This design comes from an exercise in tuning for small area on the open sky130 flow, not from production work. Only simulation tests tie the RTL to the original design; equivalence was not proved. Power and IR drop assume default switching activity.

== exp/tundra ==
==> flow/design.v (excerpt) <==
module simp_core (
    input  wire        clk,
    input  wire        rst,
    output wire [11:0] imem_addr,
    input  wire [47:0] imem_rdata,
    output wire [11:0] dmem_addr,
    input  wire [31:0] dmem_rdata,
    output wire        dmem_we,
    output wire [31:0] dmem_wdata,
    input  wire        irq2,
    output wire        dma_start,
    output wire        dma_write,
    output wire [6:0]  dma_sector,
    output wire [11:0] dma_buffer,
    output wire        fb_we,
    output wire [15:0] fb_addr,
    output wire [7:0]  fb_data,
    output wire [31:0] leds,
    output wire [31:0] display7seg,
    output reg         halted,
    output reg         faulted
);
    reg [11:0] pc;
    reg [10:0] dtm;              
    reg [31:0] cyc;              
    reg [31:0] ie0, ie1, ie2;    
    reg [31:0] is0, is1;         
    reg [31:0] hnd;              
    reg [31:0] ret;              
    reg [31:0] led;              
    reg [31:0] seg;              
    reg [31:0] ten;              
    reg [31:0] tcur;             
    reg [31:0] tmax;             
    reg [31:0] dcmd;             
    reg [31:0] dsec;             
    reg [31:0] dbuf;             
    reg [31:0] dst;              
    reg [31:0] r18, r19;         
    reg [31:0] maddr;            
    reg [31:0] mdata;            
    reg [31:0] mcmd;             
    wire [7:0]  op = imem_rdata[47:40];
    wire [3:0]  rd = imem_rdata[39:36];
    wire [3:0]  rs = imem_rdata[35:32];
    wire [3:0]  rt = imem_rdata[31:28];
    wire [3:0]  rm = imem_rdata[27:24];
    wire [31:0] imm1 = {{20{imem_rdata[23]}}, imem_rdata[23:12]};
    wire [31:0] imm2 = {{20{imem_rdata[11]}}, imem_rdata[11:0]};
    wire hi0 = (op[7:5] == 3'd0);
    wire [31:0] opd = hi0 ? (32'd1 << op[4:0]) : 32'd0;
  ...
For scale: roughly 6500 cells after synthesis, about 1200 flip-flops, ~250 I/O pins.
==> flow/config.mk <==
export PLATFORM = sky130hd
export DESIGN_NAME = simp_core
export DESIGN_NICKNAME = simp_core
export VERILOG_FILES = /design/flow/design.v
export SDC_FILE = /design/flow/constraint.sdc
export NUM_CORES = 4
export LEC_CHECK = 0
export CAP_MARGIN = 30
export CORE_MARGIN = 2
export CORE_UTILIZATION = 50
export CTS_BUF_LIST = sky130_fd_sc_hd__clkbuf_4 sky130_fd_sc_hd__clkbuf_8
export SLEW_MARGIN = 30
==> flow/constraint.sdc <==
create_clock -name core_clock -period 16.0 [get_ports {clk}]
set_input_delay 3.2000 -clock core_clock [delete_from_list [all_inputs] [get_ports {clk}]]
set_output_delay 3.2000 -clock core_clock [all_outputs]
set_load 0.01 [all_outputs]
standard.sh (not shown) runs the stock make flow with config.mk's settings and CLKGATE_MAP_FILE= SYNTH_SCRIPT=/design/flow/synth_recipe.tcl, a recipe that flattens the netlist after the stock synthesis.
==> flow/flow/run.sh <==
#!/bin/bash
# Own layout flow: the standard flow (standard.sh), with
#  1. synthesis through flow/synth.tcl (standard synthesis, area-oriented ABC
#     mapping of the combinational logic; registers unchanged),
#  2. port buffers of the smallest buffer cell, and
#  3. clock tree synthesis without dummy loads, with clkbuf_4/clkbuf_8.
# Each step's full output goes to a log file in the work folder.
set -euo pipefail
W=$(pwd)
bash standard.sh "SYNTH_SCRIPT=$W/flow/synth.tcl" synth > "$W/flow_synth.log" 2>&1
bash standard.sh \
  "BUFFER_PORTS_ARGS=-buffer_cell sky130_fd_sc_hd__buf_1" \
  "CTS_ARGS=-sink_clustering_enable -repair_clock_nets -dont_use_dummy_load -sink_clustering_size 14 -sink_clustering_max_diameter 40 -buf_list {sky130_fd_sc_hd__clkbuf_4 sky130_fd_sc_hd__clkbuf_8}" \
  finish > "$W/flow_layout.log" 2>&1
test -f "$W/out/final.def"
==> flow/flow/abc_area_nf.script <==
&get -n
&st
&dch -p -f
&nf -p -R 20
&put
==> flow/flow/synth.tcl <==
# The standard synthesis script (synth_recipe.tcl), with one change: the
# combinational logic is mapped by ABC with an area-oriented script
# (abc_area_nf.script beside this file) instead of ORFS's delay script.
# Registers are mapped exactly as in the standard synthesis (dfflibmap runs
# before abc), so the layout keeps the standard synthesis's registers.
set my_abc_script [file join [file dirname [file normalize [info script]]] abc_area_nf.script]
proc synth {args} { yosys synth -nofsm -noshare {*}$args }
proc abc {args} {
  global my_abc_script
  set i [lsearch -exact $args -script]
  if {$i >= 0} {
    set args [lreplace $args [expr {$i + 1}] [expr {$i + 1}] $my_abc_script]
  }
  puts "synth.tcl: abc $args"
  yosys abc {*}$args
}
source $::env(SCRIPTS_DIR)/synth.tcl
# left out here: clear keep_hierarchy, flatten, clean up, hide names made inside functions, write 1_2_yosys.v
Here is what was changed in the inputs of exp/garnet compared with exp/tundra.
diff --git a/flow/flow/run.sh b/flow/flow/run.sh
--- a/flow/flow/run.sh
+++ b/flow/flow/run.sh
@@ -11,5 +11,5 @@
 bash standard.sh \
   "BUFFER_PORTS_ARGS=-buffer_cell sky130_fd_sc_hd__buf_1" \
-  "CTS_ARGS=-sink_clustering_enable -repair_clock_nets -dont_use_dummy_load -sink_clustering_size 14 -sink_clustering_max_diameter 40 -buf_list {sky130_fd_sc_hd__clkbuf_4 sky130_fd_sc_hd__clkbuf_8}" \
+  "CTS_ARGS=-sink_clustering_enable -repair_clock_nets -dont_use_dummy_load -sink_clustering_size 18 -sink_clustering_max_diameter 45 -buf_list {sky130_fd_sc_hd__clkbuf_4 sky130_fd_sc_hd__clkbuf_8}" \
   finish > "$W/flow_layout.log" 2>&1
 test -f "$W/out/final.def"
==> flow/flow/abc_area_nf.script <==
&get -n
&st
&dch -p -f
&nf -p -R 50
&put
- In summary, exp/garnet completed successfully, with a layout that passed the timing, DRC and antenna checks.
- exp/garnet: worst hold slack after final layout is 0.011 ns higher than what exp/tundra reported.
- Relative to exp/tundra, via count of the routed design has decreased by 1310 in exp/garnet.
- Summary of exp/garnet over exp/tundra: smallest setup slack after layout dropped 0.21 ns; placed standard-cell area dropped about 0.9%.
- Leakage power of the design: exp/garnet better than exp/tundra
- In terms of wire length on met1, exp/garnet and exp/tundra differ only marginally.
#### Input delta (exp/fjord over exp/garnet)
diff --git a/flow/flow/run.sh b/flow/flow/run.sh
--- a/flow/flow/run.sh
+++ b/flow/flow/run.sh
@@ -11,5 +11,5 @@
 bash standard.sh \
   "BUFFER_PORTS_ARGS=-buffer_cell sky130_fd_sc_hd__buf_1" \
-  "CTS_ARGS=-sink_clustering_enable -repair_clock_nets -dont_use_dummy_load -sink_clustering_size 18 -sink_clustering_max_diameter 45 -buf_list {sky130_fd_sc_hd__clkbuf_4 sky130_fd_sc_hd__clkbuf_8}" \
+  "CTS_ARGS=-sink_clustering_enable -repair_clock_nets -dont_use_dummy_load -sink_clustering_size 14 -sink_clustering_max_diameter 40 -buf_list {sky130_fd_sc_hd__clkbuf_4 sky130_fd_sc_hd__clkbuf_8}" \
   finish > "$W/flow_layout.log" 2>&1
 test -f "$W/out/final.def"
### Flow results
exp/fjord finished every stage and its layout cleared the timing, DRC and antenna checks. Per the comparison of exp/fjord with exp/garnet, area growth from synthesis to layout rose by 0.56 points, sequential share of layout area fell by 0.21 points, actual transition at the worst max-transition pin fell by 0.017 ns. For the power per cell area, exp/fjord came in 2.1 nW/um^2 higher than exp/garnet did. exp/garnet → exp/fjord: sequential power level; combinational group share of total power down 0.6 points; routed length on met2 saw little to no change; clock network fraction of design power saw an increase.
### exp/fjord -> exp/umber
Settings: CAP_MARGIN changed from 30 to 50; CORE_UTILIZATION changed from 50 to 45; SLEW_MARGIN changed from 30 to 50.
==> flow/flow/abc_area_nf.script <==
&get -n
&st
&dch -p -f
&nf -p -R 20
&put
## What came out
Taking exp/fjord as the reference, in exp/umber final total power now sits higher; placeable core region +12%; reported leakage power went up by 2.6%; sum of routed wire length over all layers shows an increase of 27 mm.

==> afterwards: timing with drivers on the ports <==
The results above use ideal ports. As a check the final layouts listed here were re-extracted and re-timed, cells and wires unchanged.
Step 1, drivers: a clkbuf_16 drives clk and a buf_2 each remaining input, both assumed.
Step 2 adds t to the input delays and takes it off the output delays; t is the mean of the earliest and latest rising clock arrival at the registers after step 1. Input paths then give back, and output paths get back, about the clock's delay inside the block.
Three values: no drivers, after step 1, after step 2; two values: the first two.
run | shift t [ns] | setup slack, ns | hold WS [ns] | worst data-port slew with drivers (ns) | cell pins on the clock port's net
exp/tundra | 1.012 | 1.468 / 1.509 / 0.497 | 0.473 / 0.473 / 0.473 | 0.21 | 1
exp/garnet | 0.994 | 1.258 / 1.180 / 0.186 | 0.483 / 0.483 / 0.483 | 0.17 | 1
exp/fjord | 0.988 | 1.182 / 1.124 / 0.136 | 0.482 / 0.482 / 0.482 | 0.16 | 1
exp/umber | 1.042 | 1.651 / 1.629 / 1.399 | 0.473 / 0.473 / 0.473 | 0.16 | 1
After both steps every run listed still meets setup and hold. For exp/garnet, which loses most, drivers alone change the setup slack by -0.078 ns; drivers and shift together by -1.072 ns.
